Context: an optimization exercise on an open-source flow, tuned for small area and few clock cycles. The choices shown serve that exercise and are no tape-out recipe. RTL that was checked went through simulation tests only; none was proved equivalent to the original.

==> run a <==
Design flash_ctrl, start of the top module:
module flash_ctrl (
    input  wire        clk,
    input  wire        rst,
    input  wire        start,
    input  wire [4:0]  op,
    input  wire [31:0] arg0,
    input  wire [31:0] arg1,
    input  wire [31:0] arg2,
    input  wire [31:0] arg3,
    output reg         busy,
    output reg         done,
    output wire        ok,
    output reg  [31:0] res_lo,
    output reg  [31:0] res_hi,
    output reg         bus_cs,
    output wire        bus_req,
    output reg  [7:0]  bus_tx,
    input  wire        bus_ack,
    input  wire [7:0]  bus_rx,
    output wire        ram_req,
    output wire        ram_we,
    output wire [31:0] ram_addr,
    output wire [7:0]  ram_wdata,
    input  wire        ram_ack,
    input  wire [7:0]  ram_rdata
);
Settings: LEC_CHECK=0, CAP_MARGIN=20, CORE_MARGIN=2, CORE_UTILIZATION=40, PLACE_DENSITY=0.6, SLEW_MARGIN=20; clock period 10.0 ns.
standard.sh (not shown) runs the stock make flow with config.mk's settings and CLKGATE_MAP_FILE= SYNTH_SCRIPT=/design/flow/synth_recipe.tcl, a recipe that flattens the netlist after the stock synthesis.
==> flow/flow/run.sh <==
#!/bin/bash
# Layout flow: the standard flow (standard synthesis, floorplan, power
# grid, placement, CTS, routing) with these changes:
#  - port buffers use the smallest buffer cell instead of the default;
#  - clock tree synthesis inserts no dummy loads.
set -euo pipefail
export BUFFER_PORTS_ARGS="-buffer_cell sky130_fd_sc_hd__buf_1"
export CTS_ARGS="-sink_clustering_enable -repair_clock_nets -dont_use_dummy_load"
bash standard.sh finish > standard_flow.log 2>&1
==> run b: changes against run a <==
--- a/flow/design.v
+++ b/flow/design.v
@@ -28,25 +28,32 @@
     localparam [2:0] PH_WR    = 3'd1;   
     localparam [2:0] PH_CMD   = 3'd2;   
     localparam [2:0] PH_POLL  = 3'd3;   
     localparam [2:0] PH_CSW   = 3'd4;   
     localparam [2:0] PH_BURST = 3'd5;   
     localparam [2:0] PH_VSET  = 3'd6;   
-    localparam [2:0] PH_PDONE = 3'd7;   
+    localparam [2:0] FS_GAP = 3'd0;     
+    localparam [2:0] FS_OPC = 3'd1;
+    localparam [2:0] FS_A2  = 3'd2;
+    localparam [2:0] FS_A1  = 3'd3;
+    localparam [2:0] FS_A0  = 3'd4;
+    localparam [2:0] FS_DAT = 3'd5;
     reg  [4:0]  op_q;
     reg  [2:0]  ph;
-    reg  [4:0]  fp;
+    reg  [2:0]  fs;
+    reg  [3:0]  dc;         
     reg         identified;
     reg  [23:0] ra;
     reg  [31:0] rp;
     reg  [24:0] cnt;
     reg  [22:0] xb;
     wire [7:0]  pb = xb[7:0];
     wire [7:0]  qb = xb[15:8];
     reg         pbv, qbv;
     reg         first;      
+    reg         wip;        
     reg         mism;       
     reg         match;      
     wire o_id    = (op_q == 5'd1) || (op_q == 5'd2);
     wire o_rdsr  = (op_q == 5'd3);
     wire o_prog  = (op_q == 5'd6) || (op_q == 5'd13);
     wire o_se    = (op_q == 5'd7);
@@ -64,16 +71,18 @@
     wire p_wr    = (ph == PH_WR);
     wire p_cmd   = (ph == PH_CMD);
     wire p_poll  = (ph == PH_POLL);
     wire p_csw   = (ph == PH_CSW);
     wire p_burst = (ph == PH_BURST);
     wire p_vset  = (ph == PH_VSET);
-    wire f_gap = !bus_cs;
-    wire f_opc = (fp == 5'd0);
-    wire f_a0  = (fp == 5'd3);
-    wire f_dat = (fp[4:2] != 3'd0);
+    wire f_gap = (fs == FS_GAP);
+    wire f_opc = (fs == FS_OPC);
+    wire f_a2  = (fs == FS_A2);
+    wire f_a1  = (fs == FS_A1);
+    wire f_a0  = (fs == FS_A0);
+    wire f_dat = (fs == FS_DAT);
     reg [7:0] opcode;
     always @(*) begin
         case (ph)
             PH_WR:    opcode = 8'h06;
             PH_POLL:  opcode = 8'h05;
             PH_CSW,
@@ -110,37 +119,37 @@
     wire [7:0] tx_a1 = ({8{a_plain}} & {ra[15:12], ra[11:8] & {4{!a_sec}}}) |
                        ({8{p_burst}} & res_lo[15:8]) |
                        ({8{a_sh12}} & {ra[3:0], 4'h0}) | ({8{a_sh15}} & {ra[0], 7'h0});
     wire [7:0] tx_a0 = ({8{a_plain && !a_sec}} & {ra[7:2], p_csw ? 2'b01 : ra[1:0]}) |
                        ({8{p_burst}} & res_lo[7:0]);
     always @(*) begin
-        case (fp)
-            5'd0:    bus_tx = opcode;
-            5'd1:    bus_tx = tx_a2;
-            5'd2:    bus_tx = tx_a1;
-            5'd3:    bus_tx = tx_a0;
+        case (fs)
+            FS_OPC:  bus_tx = opcode;
+            FS_A2:   bus_tx = tx_a2;
+            FS_A1:   bus_tx = tx_a1;
+            FS_A0:   bus_tx = tx_a0;
             default: bus_tx = (p_cmd && o_prog) ? pb : 8'hFF;
         endcase
     end
     wire dat_ok = o_prog ? (pbv || !p_cmd) : !qbv;
-    assign bus_req = bus_cs && (!f_dat || dat_ok);
+    assign bus_req = bus_cs && !f_gap && (!f_dat || dat_ok);
     wire cnt_gt_pbv = (cnt[24:1] != 24'd0) || (cnt[0] && !pbv);
     wire ram_prog = o_prog && !p_init && !qbv && cnt_gt_pbv;
     wire ram_rd   = o_read && pbv;
     wire ram_ver  = p_burst && !pbv && cnt_nz && !mism;
     assign ram_req   = busy && (ram_prog || ram_rd || ram_ver);
     assign ram_we    = o_read;
     assign ram_addr  = rp;
     assign ram_wdata = o_read ? pb : 8'h00;
     wire st       = start && !busy;
     wire bus_step = bus_req && bus_ack;
     wire ram_step = ram_req && ram_ack;
     wire dstep    = bus_step && f_dat;
-    wire lane_in  = !(first && (fp[1:0] < ra[1:0])) && cnt_nz;
+    wire lane_in  = !(first && (dc[1:0] < ra[1:0])) && cnt_nz;
     wire csw_sum  = dstep && p_csw && lane_in;
-    wire csw_end  = dstep && p_csw && (fp[1:0] == 2'd3);
+    wire csw_end  = dstep && p_csw && (dc[1:0] == 2'd3);
     wire need_b  = dstep && p_burst && cnt_nz && !mism;
     wire have_r  = pbv || ram_step;
     wire have_b  = qbv || need_b;
     wire [7:0] cmp_r = pbv ? pb : ram_rdata;
     wire [7:0] cmp_b = qbv ? qb : bus_rx;
     wire do_cmp  = p_burst && have_r && have_b;
@@ -159,21 +168,21 @@
             end else begin : g_half
                 assign add_o[ai]   = res_lo[ai] ^ add_c[ai];
                 assign add_c[ai+1] = res_lo[ai] & add_c[ai];
             end
         end
     endgenerate
-    wire [7:0] id_exp = (fp[1:0] == 2'd0) ? 8'hEF : (fp[1:0] == 2'd1) ? 8'h40 : 8'h18;
+    wire [7:0] id_exp = (dc[1:0] == 2'd0) ? 8'hEF : (dc[1:0] == 2'd1) ? 8'h40 : 8'h18;
     wire cnt_one = (cnt == 25'd1);
     reg dat_last;
     always @(*) begin
         case (ph)
-            PH_CSW:   dat_last = (fp[1:0] == 2'd3);
-            PH_BURST: dat_last = (fp == 5'd19);
+            PH_CSW:   dat_last = (dc[1:0] == 2'd3);
+            PH_BURST: dat_last = (dc == 4'd15);
             PH_POLL:  dat_last = 1'b1;
-            default:  dat_last = o_id ? (fp[1:0] == 2'd2) :
+            default:  dat_last = o_id ? (dc[1:0] == 2'd2) :
                                  (o_prog || o_read) ? (cnt_one || (o_prog && ra[7:0] == 8'hFF)) :
                                  1'b1;
         endcase
     end
     wire cks_more = (cnt[24:2] != 23'd0) || (cnt[1:0] > ra[1:0]);
     wire [12:0] sg_c;
@@ -183,12 +192,13 @@
         for (si = 0; si < 12; si = si + 1) begin : g_sg
             assign sg_c[si+1] = (ra[12+si] & !cnt[12+si]) | (sg_c[si] & !(ra[12+si] ^ cnt[12+si]));
         end
     endgenerate
     wire sec_gt   = sg_c[12];
     wire sec_ne   = (ra[23:12] != cnt[23:12]);
+    wire xb_nz    = (xb != 23'd0);
     wire rej      = !o_valid || (o_gated && !identified);
     assign ok     = !rej && match;
     reg       g_go, g_fin, g_tob, g_sec;
     reg [2:0] g_ph;
     always @(*) begin
         g_go  = 1'b0;
@@ -204,39 +214,44 @@
                     g_go = 1'b1; g_ph = PH_WR;
                 end else if (o_ver) begin
                     g_ph = PH_VSET;
                 end else if (o_cks) begin
                     if (cnt_nz) begin
                         g_go = 1'b1; g_ph = PH_CSW;
+                    end else if (o_ver && xb_nz) begin
+                        g_go = 1'b1; g_ph = PH_BURST; g_tob = 1'b1;
                     end else begin
                         g_fin = 1'b1;
                     end
                 end else begin
                     g_go = 1'b1; g_ph = PH_CMD;
                 end
             end
             PH_WR: begin
                 g_go = 1'b1; g_ph = PH_CMD;
             end
             PH_VSET: begin
-                g_go  = cnt_nz;
-                g_ph  = cnt_nz ? PH_CSW : PH_BURST;
-                g_tob = !cnt_nz;
+                if (cnt_nz) begin
+                    g_go = 1'b1; g_ph = PH_CSW;
+                end else if (xb_nz) begin
+                    g_go = 1'b1; g_ph = PH_BURST; g_tob = 1'b1;
+                end else begin
+                    g_fin = 1'b1;
+                end
             end
             PH_CMD: begin
                 if (o_gated) begin
                     g_go = 1'b1; g_ph = PH_POLL;
                 end else if (!pbv) begin
                     g_fin = 1'b1;
                 end
             end
             PH_POLL: begin
-                g_go = 1'b1;
-            end
-            PH_PDONE: begin
-                if (o_prog && cnt_nz) begin
+                if (wip) begin
+                    g_go = 1'b1;
+                end else if (o_prog && cnt_nz) begin
                     g_go = 1'b1; g_ph = PH_WR;
                 end else if (o_erng && sec_ne) begin
                     g_go = 1'b1; g_ph = PH_WR; g_sec = 1'b1;
                 end else begin
                     g_fin = 1'b1;
                 end
@@ -263,14 +278,22 @@
     wire go  = gap && g_go;
     wire init_v = gap && p_init && o_ver;    
     wire fin = gap && g_fin;
     wire f_end = bus_step && ((f_opc && !has_addr && !data_after_opc) ||
                               (f_a0 && !data_after_addr) ||
                               (f_dat && dat_last));
-    wire fp_hold = f_dat && p_cmd && (o_prog || o_read);
-    wire [4:0] fp_next = (f_opc && !has_addr) ? 5'd4 : fp + {4'd0, !fp_hold};
+    reg [2:0] fs_next;
+    always @(*) begin
+        case (fs)
+            FS_OPC:  fs_next = has_addr ? FS_A2 : data_after_opc ? FS_DAT : FS_GAP;
+            FS_A2:   fs_next = FS_A1;
+            FS_A1:   fs_next = FS_A0;
+            FS_A0:   fs_next = data_after_addr ? FS_DAT : FS_GAP;
+            default: fs_next = dat_last ? FS_GAP : FS_DAT;
+        endcase
+    end
     wire op_v = (op == 5'd17);
     wire op_c = (op == 5'd16);
     wire [4:0]  lt_sum;
     wire [4:0]  lt_c;
     assign lt_c[0] = 1'b0;
     genvar li;
@@ -294,13 +317,13 @@
         for (ri = 0; ri < 24; ri = ri + 1) begin : g_ra
             assign ra_add[ri]  = ra[ri] ^ ra_inc[ri] ^ ra_c[ri];
             assign ra_c[ri+1]  = (ra[ri] & ra_inc[ri]) | (ra_c[ri] & (ra[ri] ^ ra_inc[ri]));
         end
     endgenerate
     wire ld_ra = st || ra_p1 || csw_end || (go && g_sec) || init_v;
-    wire        swap   = gap && g_tob;   
+    wire        swap   = go && g_tob;    
     wire        use_xb = init_v || swap;
     wire [24:0] sub_a  = use_xb ? {xb, 2'b00} : cnt;
     wire [4:0]  sub_b  = init_v ? res_lo[4:0] : {4'd0, !swap};
     wire [24:0] cnt_m1;
     wire [25:0] cnt_b;
     assign cnt_b[0] = 1'b0;
@@ -326,13 +349,13 @@
     wire ld_rl   = rl_st || rl_add || rl_id || rl_clr || swap;
     wire [31:0] rl_d = ({32{rl_st && op_c}} & arg2) |
                        ({32{swap}} & res_hi) |
                        ({32{rl_add}} & add_o) |
                        {23'd0, {9{rl_st && op_v}} & {arg3[3:0], lt_sum}} |
                        ({32{rl_id && match}} & 32'h00EF4018);
-    wire ld_rh  = st || swap;
+    wire ld_rh  = st || swap || (fin && p_vset);
     wire [31:0] rh_d = ({32{st && op_v}} & arg0) | ({32{swap}} & res_lo);
     reg [7:0] pb_d, qb_d;
     reg       pbv_d, qbv_d;
     always @(*) begin : bufs
         reg push, pop;
         reg [7:0] din;
@@ -398,27 +421,30 @@
                 bus_cs <= 1'b0;
             if (rl_id)
                 identified <= match;
         end
         if (st)       op_q <= op;
         if (st)       ph <= PH_INIT;
-        else if (go || init_v || swap) ph <= g_ph;
-        else if (dstep && p_poll && !bus_rx[0]) ph <= PH_PDONE;
-        if (go)            fp <= 5'd0;
-        else if (bus_step) fp <= fp_next;
+        else if (go || init_v) ph <= g_ph;
+        if (st)            fs <= FS_GAP;
+        else if (go)       fs <= FS_OPC;
+        else if (bus_step) fs <= fs_next;
+        if (go)         dc <= 4'd0;
+        else if (dstep) dc <= dc + 4'd1;
         if (ld_ra)  ra  <= st ? arg0[23:0] : ra_add;
         if (st)     rp  <= op_v ? arg1 : arg2;
         else if (ram_step) rp <= rp_inc;
         if (ld_cnt) cnt <= cnt_d;
         xb  <= st ? arg2[22:0] : {xb[22:16], qb_d, pb_d};
         if (ld_rl)  res_lo <= rl_d;
         if (ld_rh)  res_hi <= rh_d;
         pbv <= pbv_d;
         qbv <= qbv_d;
         if (st)          first <= 1'b1;
         else if (csw_end) first <= 1'b0;
+        if (dstep && p_poll) wip <= bus_rx[0];
         if (st)          mism <= 1'b0;
         else if (do_cmp && !cmp_eq) mism <= 1'b1;
         if (st)          match <= 1'b1;
         else if (dstep && p_cmd && o_id && bus_rx != id_exp) match <= 1'b0;
     end
 endmodule
==> flow/flow/run.sh (replaced) <==
#!/bin/bash
# Layout flow: the standard flow (standard synthesis, floorplan, power
# grid, placement, CTS, routing) with these changes:
#  - port buffers use the smallest buffer cell instead of the default;
#  - clock tree synthesis uses smaller clock buffers and inserts no dummy loads.
set -euo pipefail
export BUFFER_PORTS_ARGS="-buffer_cell sky130_fd_sc_hd__buf_1"
export CTS_ARGS="-sink_clustering_enable -repair_clock_nets -dont_use_dummy_load -buf_list {sky130_fd_sc_hd__clkbuf_2 sky130_fd_sc_hd__clkbuf_4}"
bash standard.sh finish > standard_flow.log 2>&1
==> run c: changes against run a <==
--- a/flow/design.v
+++ b/flow/design.v
@@ -28,25 +28,31 @@
     localparam [2:0] PH_WR    = 3'd1;   
     localparam [2:0] PH_CMD   = 3'd2;   
     localparam [2:0] PH_POLL  = 3'd3;   
     localparam [2:0] PH_CSW   = 3'd4;   
     localparam [2:0] PH_BURST = 3'd5;   
     localparam [2:0] PH_VSET  = 3'd6;   
-    localparam [2:0] PH_PDONE = 3'd7;   
+    localparam [2:0] FS_GAP = 3'd0;     
+    localparam [2:0] FS_OPC = 3'd1;
+    localparam [2:0] FS_A2  = 3'd2;
+    localparam [2:0] FS_A1  = 3'd3;
+    localparam [2:0] FS_A0  = 3'd4;
+    localparam [2:0] FS_DAT = 3'd5;
     reg  [4:0]  op_q;
     reg  [2:0]  ph;
-    reg  [4:0]  fp;
+    reg  [2:0]  fs;
+    reg  [3:0]  dc;         
     reg         identified;
     reg  [23:0] ra;
     reg  [31:0] rp;
     reg  [24:0] cnt;
     reg  [22:0] xb;
-    wire [7:0]  pb = xb[7:0];
-    wire [7:0]  qb = xb[15:8];
+    reg  [7:0]  pb, qb;
     reg         pbv, qbv;
     reg         first;      
+    reg         wip;        
     reg         mism;       
     reg         match;      
     wire o_id    = (op_q == 5'd1) || (op_q == 5'd2);
     wire o_rdsr  = (op_q == 5'd3);
     wire o_prog  = (op_q == 5'd6) || (op_q == 5'd13);
     wire o_se    = (op_q == 5'd7);
@@ -64,16 +70,18 @@
     wire p_wr    = (ph == PH_WR);
     wire p_cmd   = (ph == PH_CMD);
     wire p_poll  = (ph == PH_POLL);
     wire p_csw   = (ph == PH_CSW);
     wire p_burst = (ph == PH_BURST);
     wire p_vset  = (ph == PH_VSET);
-    wire f_gap = !bus_cs;
-    wire f_opc = (fp == 5'd0);
-    wire f_a0  = (fp == 5'd3);
-    wire f_dat = (fp[4:2] != 3'd0);
+    wire f_gap = (fs == FS_GAP);
+    wire f_opc = (fs == FS_OPC);
+    wire f_a2  = (fs == FS_A2);
+    wire f_a1  = (fs == FS_A1);
+    wire f_a0  = (fs == FS_A0);
+    wire f_dat = (fs == FS_DAT);
     reg [7:0] opcode;
     always @(*) begin
         case (ph)
             PH_WR:    opcode = 8'h06;
             PH_POLL:  opcode = 8'h05;
             PH_CSW,
@@ -110,37 +118,37 @@
     wire [7:0] tx_a1 = ({8{a_plain}} & {ra[15:12], ra[11:8] & {4{!a_sec}}}) |
                        ({8{p_burst}} & res_lo[15:8]) |
                        ({8{a_sh12}} & {ra[3:0], 4'h0}) | ({8{a_sh15}} & {ra[0], 7'h0});
     wire [7:0] tx_a0 = ({8{a_plain && !a_sec}} & {ra[7:2], p_csw ? 2'b01 : ra[1:0]}) |
                        ({8{p_burst}} & res_lo[7:0]);
     always @(*) begin
-        case (fp)
-            5'd0:    bus_tx = opcode;
-            5'd1:    bus_tx = tx_a2;
-            5'd2:    bus_tx = tx_a1;
-            5'd3:    bus_tx = tx_a0;
+        case (fs)
+            FS_OPC:  bus_tx = opcode;
+            FS_A2:   bus_tx = tx_a2;
+            FS_A1:   bus_tx = tx_a1;
+            FS_A0:   bus_tx = tx_a0;
             default: bus_tx = (p_cmd && o_prog) ? pb : 8'hFF;
         endcase
     end
     wire dat_ok = o_prog ? (pbv || !p_cmd) : !qbv;
-    assign bus_req = bus_cs && (!f_dat || dat_ok);
+    assign bus_req = bus_cs && !f_gap && (!f_dat || dat_ok);
     wire cnt_gt_pbv = (cnt[24:1] != 24'd0) || (cnt[0] && !pbv);
     wire ram_prog = o_prog && !p_init && !qbv && cnt_gt_pbv;
     wire ram_rd   = o_read && pbv;
     wire ram_ver  = p_burst && !pbv && cnt_nz && !mism;
     assign ram_req   = busy && (ram_prog || ram_rd || ram_ver);
     assign ram_we    = o_read;
     assign ram_addr  = rp;
     assign ram_wdata = o_read ? pb : 8'h00;
     wire st       = start && !busy;
     wire bus_step = bus_req && bus_ack;
     wire ram_step = ram_req && ram_ack;
     wire dstep    = bus_step && f_dat;
-    wire lane_in  = !(first && (fp[1:0] < ra[1:0])) && cnt_nz;
+    wire lane_in  = !(first && (dc[1:0] < ra[1:0])) && cnt_nz;
     wire csw_sum  = dstep && p_csw && lane_in;
-    wire csw_end  = dstep && p_csw && (fp[1:0] == 2'd3);
+    wire csw_end  = dstep && p_csw && (dc[1:0] == 2'd3);
     wire need_b  = dstep && p_burst && cnt_nz && !mism;
     wire have_r  = pbv || ram_step;
     wire have_b  = qbv || need_b;
     wire [7:0] cmp_r = pbv ? pb : ram_rdata;
     wire [7:0] cmp_b = qbv ? qb : bus_rx;
     wire do_cmp  = p_burst && have_r && have_b;
@@ -159,21 +167,21 @@
             end else begin : g_half
                 assign add_o[ai]   = res_lo[ai] ^ add_c[ai];
                 assign add_c[ai+1] = res_lo[ai] & add_c[ai];
             end
         end
     endgenerate
-    wire [7:0] id_exp = (fp[1:0] == 2'd0) ? 8'hEF : (fp[1:0] == 2'd1) ? 8'h40 : 8'h18;
+    wire [7:0] id_exp = (dc[1:0] == 2'd0) ? 8'hEF : (dc[1:0] == 2'd1) ? 8'h40 : 8'h18;
     wire cnt_one = (cnt == 25'd1);
     reg dat_last;
     always @(*) begin
         case (ph)
-            PH_CSW:   dat_last = (fp[1:0] == 2'd3);
-            PH_BURST: dat_last = (fp == 5'd19);
+            PH_CSW:   dat_last = (dc[1:0] == 2'd3);
+            PH_BURST: dat_last = (dc == 4'd15);
             PH_POLL:  dat_last = 1'b1;
-            default:  dat_last = o_id ? (fp[1:0] == 2'd2) :
+            default:  dat_last = o_id ? (dc[1:0] == 2'd2) :
                                  (o_prog || o_read) ? (cnt_one || (o_prog && ra[7:0] == 8'hFF)) :
                                  1'b1;
         endcase
     end
     wire cks_more = (cnt[24:2] != 23'd0) || (cnt[1:0] > ra[1:0]);
     wire [12:0] sg_c;
@@ -183,12 +191,13 @@
         for (si = 0; si < 12; si = si + 1) begin : g_sg
             assign sg_c[si+1] = (ra[12+si] & !cnt[12+si]) | (sg_c[si] & !(ra[12+si] ^ cnt[12+si]));
         end
     endgenerate
     wire sec_gt   = sg_c[12];
     wire sec_ne   = (ra[23:12] != cnt[23:12]);
+    wire xb_nz    = (xb != 23'd0);
     wire rej      = !o_valid || (o_gated && !identified);
     assign ok     = !rej && match;
     reg       g_go, g_fin, g_tob, g_sec;
     reg [2:0] g_ph;
     always @(*) begin
         g_go  = 1'b0;
@@ -204,39 +213,44 @@
                     g_go = 1'b1; g_ph = PH_WR;
                 end else if (o_ver) begin
                     g_ph = PH_VSET;
                 end else if (o_cks) begin
                     if (cnt_nz) begin
                         g_go = 1'b1; g_ph = PH_CSW;
+                    end else if (o_ver && xb_nz) begin
+                        g_go = 1'b1; g_ph = PH_BURST; g_tob = 1'b1;
                     end else begin
                         g_fin = 1'b1;
                     end
                 end else begin
                     g_go = 1'b1; g_ph = PH_CMD;
                 end
             end
             PH_WR: begin
                 g_go = 1'b1; g_ph = PH_CMD;
             end
             PH_VSET: begin
-                g_go  = cnt_nz;
-                g_ph  = cnt_nz ? PH_CSW : PH_BURST;
-                g_tob = !cnt_nz;
+                if (cnt_nz) begin
+                    g_go = 1'b1; g_ph = PH_CSW;
+                end else if (xb_nz) begin
+                    g_go = 1'b1; g_ph = PH_BURST; g_tob = 1'b1;
+                end else begin
+                    g_fin = 1'b1;
+                end
             end
             PH_CMD: begin
                 if (o_gated) begin
                     g_go = 1'b1; g_ph = PH_POLL;
                 end else if (!pbv) begin
                     g_fin = 1'b1;
                 end
             end
             PH_POLL: begin
-                g_go = 1'b1;
-            end
-            PH_PDONE: begin
-                if (o_prog && cnt_nz) begin
+                if (wip) begin
+                    g_go = 1'b1;
+                end else if (o_prog && cnt_nz) begin
                     g_go = 1'b1; g_ph = PH_WR;
                 end else if (o_erng && sec_ne) begin
                     g_go = 1'b1; g_ph = PH_WR; g_sec = 1'b1;
                 end else begin
                     g_fin = 1'b1;
                 end
@@ -263,14 +277,22 @@
     wire go  = gap && g_go;
     wire init_v = gap && p_init && o_ver;    
     wire fin = gap && g_fin;
     wire f_end = bus_step && ((f_opc && !has_addr && !data_after_opc) ||
                               (f_a0 && !data_after_addr) ||
                               (f_dat && dat_last));
-    wire fp_hold = f_dat && p_cmd && (o_prog || o_read);
-    wire [4:0] fp_next = (f_opc && !has_addr) ? 5'd4 : fp + {4'd0, !fp_hold};
+    reg [2:0] fs_next;
+    always @(*) begin
+        case (fs)
+            FS_OPC:  fs_next = has_addr ? FS_A2 : data_after_opc ? FS_DAT : FS_GAP;
+            FS_A2:   fs_next = FS_A1;
+            FS_A1:   fs_next = FS_A0;
+            FS_A0:   fs_next = data_after_addr ? FS_DAT : FS_GAP;
+            default: fs_next = dat_last ? FS_GAP : FS_DAT;
+        endcase
+    end
     wire op_v = (op == 5'd17);
     wire op_c = (op == 5'd16);
     wire [4:0]  lt_sum;
     wire [4:0]  lt_c;
     assign lt_c[0] = 1'b0;
     genvar li;
@@ -294,13 +316,13 @@
         for (ri = 0; ri < 24; ri = ri + 1) begin : g_ra
             assign ra_add[ri]  = ra[ri] ^ ra_inc[ri] ^ ra_c[ri];
             assign ra_c[ri+1]  = (ra[ri] & ra_inc[ri]) | (ra_c[ri] & (ra[ri] ^ ra_inc[ri]));
         end
     endgenerate
     wire ld_ra = st || ra_p1 || csw_end || (go && g_sec) || init_v;
-    wire        swap   = gap && g_tob;   
+    wire        swap   = go && g_tob;    
     wire        use_xb = init_v || swap;
     wire [24:0] sub_a  = use_xb ? {xb, 2'b00} : cnt;
     wire [4:0]  sub_b  = init_v ? res_lo[4:0] : {4'd0, !swap};
     wire [24:0] cnt_m1;
     wire [25:0] cnt_b;
     assign cnt_b[0] = 1'b0;
@@ -326,13 +348,13 @@
     wire ld_rl   = rl_st || rl_add || rl_id || rl_clr || swap;
     wire [31:0] rl_d = ({32{rl_st && op_c}} & arg2) |
                        ({32{swap}} & res_hi) |
                        ({32{rl_add}} & add_o) |
                        {23'd0, {9{rl_st && op_v}} & {arg3[3:0], lt_sum}} |
                        ({32{rl_id && match}} & 32'h00EF4018);
-    wire ld_rh  = st || swap;
+    wire ld_rh  = st || swap || (fin && p_vset);
     wire [31:0] rh_d = ({32{st && op_v}} & arg0) | ({32{swap}} & res_lo);
     reg [7:0] pb_d, qb_d;
     reg       pbv_d, qbv_d;
     always @(*) begin : bufs
         reg push, pop;
         reg [7:0] din;
@@ -398,27 +420,32 @@
                 bus_cs <= 1'b0;
             if (rl_id)
                 identified <= match;
         end
         if (st)       op_q <= op;
         if (st)       ph <= PH_INIT;
-        else if (go || init_v || swap) ph <= g_ph;
-        else if (dstep && p_poll && !bus_rx[0]) ph <= PH_PDONE;
-        if (go)            fp <= 5'd0;
-        else if (bus_step) fp <= fp_next;
+        else if (go || init_v) ph <= g_ph;
+        if (st)            fs <= FS_GAP;
+        else if (go)       fs <= FS_OPC;
+        else if (bus_step) fs <= fs_next;
+        if (go)         dc <= 4'd0;
+        else if (dstep) dc <= dc + 4'd1;
         if (ld_ra)  ra  <= st ? arg0[23:0] : ra_add;
         if (st)     rp  <= op_v ? arg1 : arg2;
         else if (ram_step) rp <= rp_inc;
         if (ld_cnt) cnt <= cnt_d;
-        xb  <= st ? arg2[22:0] : {xb[22:16], qb_d, pb_d};
+        if (st)     xb  <= arg2[22:0];
         if (ld_rl)  res_lo <= rl_d;
         if (ld_rh)  res_hi <= rh_d;
+        pb  <= pb_d;
+        qb  <= qb_d;
         pbv <= pbv_d;
         qbv <= qbv_d;
         if (st)          first <= 1'b1;
         else if (csw_end) first <= 1'b0;
+        if (dstep && p_poll) wip <= bus_rx[0];
         if (st)          mism <= 1'b0;
         else if (do_cmp && !cmp_eq) mism <= 1'b1;
         if (st)          match <= 1'b1;
         else if (dstep && p_cmd && o_id && bus_rx != id_exp) match <= 1'b0;
     end
 endmodule
==> flow/flow/run.sh (replaced) <==
#!/bin/bash
# Layout flow: the standard flow (standard synthesis, floorplan, power
# grid, placement, CTS, routing) with these changes:
#  - port buffers use the smallest buffer cell instead of the default;
#  - clock tree synthesis uses smaller clock buffers and inserts no dummy loads.
set -euo pipefail
export BUFFER_PORTS_ARGS="-buffer_cell sky130_fd_sc_hd__buf_1"
export CTS_ARGS="-sink_clustering_enable -repair_clock_nets -dont_use_dummy_load -buf_list sky130_fd_sc_hd__clkbuf_8 -sink_clustering_size 30"
bash standard.sh finish > standard_flow.log 2>&1
==> impl_metrics.tcl <==
set metrics [dict create \
    grt_pass1_vias 11560 \
    gr-usage-all-layers_pct 27.20 \
    finClkSkew_ns 0.02584 \
    p_seq_share_pct 47.1 \
    nonClkBufAreaFrac_pct 7.181 \
    status "complete, no violations" \
    drt_first_iter_violations 1645 \
]
(the above is from run a)
==> impl_metrics.tcl <==
set metrics [dict create \
    final_common_cell "buf_1" \
    cts_setup_buffers 0 \
    finClkSkew_ns 0.03318 \
    drt_first_iter_violations 1524 \
    grt_pass1_vias 12340 \
    p_seq_share_pct 49.7 \
    status "complete, no violations" \
    nonClkBufAreaFrac_pct 6.872 \
    gr-usage-all-layers_pct 26.70 \
    rsz0062_at_grt "no" \
]
(the above is from run c)
==> impl_metrics.tcl <==
set metrics [dict create \
    status "complete, no violations" \
    gr-usage-all-layers_pct 28.48 \
    drv_slew 0 \
    grt_pass1_vias 12090 \
    nonClkBufAreaFrac_pct 7.283 \
    drt_first_iter_violations 1335 \
    p_seq_share_pct 49.7 \
]
(the above is from run b)
Testbench counts of run a, summed over its fixed seeds: cycles 503,256.
Testbench counts of run b, summed over its fixed seeds: cycles 503,256.
No functional check of the RTL was part of run c.

[re-timing with driven ports]
The flow's constraints put no driver on any port. The routed layouts listed below were extracted and timed again, unchanged, in two steps. Step 1 assumes that a clkbuf_16 drives the clock port and a buf_2 every other input. Step 2 adds t to the input delays and takes it off the output delays; t is the mean of the earliest and latest rising clock arrival at the registers after step 1. Input paths then give back, and output paths get back, about the clock's delay inside the block. a / b / c = no drivers / after step 1 / after step 2; a / b = the first two.
run | t (ns) | slack for setup (ns) | worst setup path at the end | clock arrival spread, ns
run a | 0.490 | 1.257 / 1.272 / 0.782 | input to register | 0.025 / 0.025
run b | 0.735 | 1.361 / 1.374 / 0.639 | input to register | 0.083 / 0.082
run c | 0.581 | 0.904 / 0.931 / 0.349 | input to register | 0.034 / 0.033
After both steps every run listed still meets setup and hold. The setup slack of run b, which loses most, moves by +0.013 ns with the drivers and by -0.722 ns with both steps.
